This is an optimization exercise on Yosys and OpenROAD, whose aim is small area, a short achievable clock period and few clock cycles, not a production implementation.
Power figures rest on the tool's default switching activity, not on a simulated workload.

Design sprite_renderer, start of the top module:
module sprite_renderer (
    input  wire        clk,
    input  wire        rst,
    input  wire [15:0] cfg_tile_mult,
    input  wire [16:0] cfg_tile_len,     
    input  wire [1:0]  cfg_pal_cnt,      
    input  wire [15:0] cfg_nent0,        
    input  wire [15:0] cfg_nent1,        
    input  wire        cfg_debug,
    input  wire        pal_we,
    input  wire        pal_slot,
    input  wire [3:0]  pal_idx,
    input  wire [15:0] pal_wdata,
    input  wire        start,
    input  wire [15:0] attr0,
    input  wire [15:0] attr1,
    input  wire [15:0] attr2,
    output wire        ready,
    output reg         tile_req,
    output reg  [13:0] tile_addr,
    input  wire        tile_gnt,
    input  wire [31:0] tile_rdata,
    output reg         pix_valid,
    output reg  [5:0]  pix_x,
    output reg  [5:0]  pix_y,
    output wire [31:0] pix_rgba,
    output reg         done,
    output wire [6:0]  spr_w,
    output wire [6:0]  spr_h,
    output reg         ev_tile_oor,
    output reg         ev_pidx_oor,
    output reg         ev_pnum_oor
);
Size in the first run: roughly 2700 cells after synthesis, roughly 740 flip-flops, ~31000 µm² of cells after synthesis.
==> flow/config.mk <==
export PLATFORM = sky130hd
export DESIGN_NAME = sprite_renderer
export DESIGN_NICKNAME = sprite_renderer
export VERILOG_FILES = /design/flow/design.v
export SDC_FILE = /design/flow/constraint.sdc
export NUM_CORES = 4
export LEC_CHECK = 0
export ABC_AREA = 1
export CAP_MARGIN = 20
export CORE_MARGIN = 2
export CORE_UTILIZATION = 55
export CTS_CLUSTER_DIAMETER = 80
export CTS_CLUSTER_SIZE = 24
export PLACE_DENSITY = 0.7
export SLEW_MARGIN = 20
==> flow/constraint.sdc <==
create_clock -name core_clock -period 8.0 [get_ports {clk}]
set_input_delay 1.6000 -clock core_clock [delete_from_list [all_inputs] [get_ports {clk}]]
set_output_delay 1.6000 -clock core_clock [all_outputs]
set_load 0.01 [all_outputs]
standard.sh (not shown) runs the stock make flow with config.mk's settings and CLKGATE_MAP_FILE= SYNTH_SCRIPT=/design/flow/synth_recipe.tcl, a recipe that flattens the netlist after the stock synthesis.
==> flow/flow/run.sh <==
#!/bin/bash
# The standard layout (standard.sh: standard synthesis, floorplan, place,
# CTS, route), with two extra ORFS settings: the port buffers are buf_2 cells
# and repair_timing aims for a larger setup slack. Output goes to
# standard_flow.log in this folder (ORFS's own step logs are under orfs/logs).
set -euo pipefail
bash standard.sh \
  "BUFFER_PORTS_ARGS=-buffer_cell sky130_fd_sc_hd__buf_2" \
  SETUP_SLACK_MARGIN=5.4 \
  finish > standard_flow.log 2>&1
Then changed:
--- a/flow/design.v
+++ b/flow/design.v
@@ -109,35 +109,40 @@
         end
     end
     reg st_idle, st_mul, st_chk, st_run;
     assign ready = st_idle;
     wire accept = st_idle & start;
     reg [3:0]  wsel, hsel;       
     reg        hf, vf;
     reg        slot;
     wire [1:0] a_shape   = attr0[15:14];
     wire [1:0] a_size    = attr1[15:14];
     wire [3:0] a_pnum    = attr2[15:12];
     wire       a_pnum_ok = ({2'b00, a_pnum} < {4'b0000, cfg_pal_cnt});
-    assign spr_w = {wsel, 3'b000};
-    assign spr_h = {hsel, 3'b000};
+    reg [3:0] wsel_o, hsel_o;
+    reg       pnum_bad;
+    assign spr_w = {wsel_o, 3'b000};
+    assign spr_h = {hsel_o, 3'b000};
     always @(posedge clk) begin
-        wsel        <= ({4{st_idle}} & w_oh(a_shape, a_size)) | ({4{~st_idle}} & wsel);
-        hsel        <= ({4{st_idle}} & h_oh(a_shape, a_size)) | ({4{~st_idle}} & hsel);
-        ev_pnum_oor <= (st_idle & ~a_pnum_ok) | (~st_idle & ev_pnum_oor);
         if (st_idle) begin
+            wsel        <= w_oh(a_shape, a_size);
+            hsel        <= h_oh(a_shape, a_size);
             hf          <= ~attr0[8] & attr1[12];
             vf          <= ~attr0[8] & attr1[13];
             slot        <= a_pnum_ok & a_pnum[0];
+            pnum_bad    <= ~a_pnum_ok;
         end
+        wsel_o      <= wsel;
+        hsel_o      <= hsel;
+        ev_pnum_oor <= pnum_bad;
     end
     reg [11:0] tcnt;             
     reg        dbg_r;
     reg        nbig_r;
     reg [3:0]  nlo_r;
     always @(posedge clk) begin
         tcnt     <= cfg_tile_len[16:5];
         dbg_r    <= cfg_debug;
         nbig_r   <= slot ? |cfg_nent1[15:4] : |cfg_nent0[15:4];
         nlo_r    <= slot ? cfg_nent1[3:0] : cfg_nent0[3:0];
     end
     reg [15:0] ms;               
=> Sequential share of layout area decreases by 0.21 points. Final cell count increases by 0.54%. Power increases by 1.9%. Global-route usage increases by 0.59 points. Core utilization increases by 0.56 points. Die area increases by 0.77%. Sequential power increases by about 1%. Synthesized cell count increases by 0.44%. Combinational power increases by about 1%. Fmax increases by 3.9%. First-iteration DRC count increases by 22%. Setup slack gets better by 0.11 ns.
No run of this note included a check of the RTL's function; only the layout flow was run.

## static timing again, ports no longer ideal
In the flow no input, the clock included, has a driving cell. The finished layouts below were timed again as built, in two steps.
Step 1: set_driving_cell puts a clkbuf_16 on clk and a buf_2 on each other input, an assumption about the parent block.
Step 2 times the ports against the registers' clock, not the clock port: input delays grow and output delays shrink by t, the midpoint of the rising clock arrivals with the driver on.
a / b / c = ideal / step 1 / step 2; a / b = the first two.
run	shift t [ns]	setup slack, ns	worst hold slack (ns)
the first run	0.645	5.220 / 5.160 / 4.966	0.430 / 0.430 / 0.430
the second run	0.647	5.325 / 5.267 / 4.939	0.351 / 0.351 / 0.351
After both steps setup and hold are still met in every run listed. For the second run, which loses most, drivers alone change the setup slack by -0.058 ns; drivers and shift together by -0.386 ns.
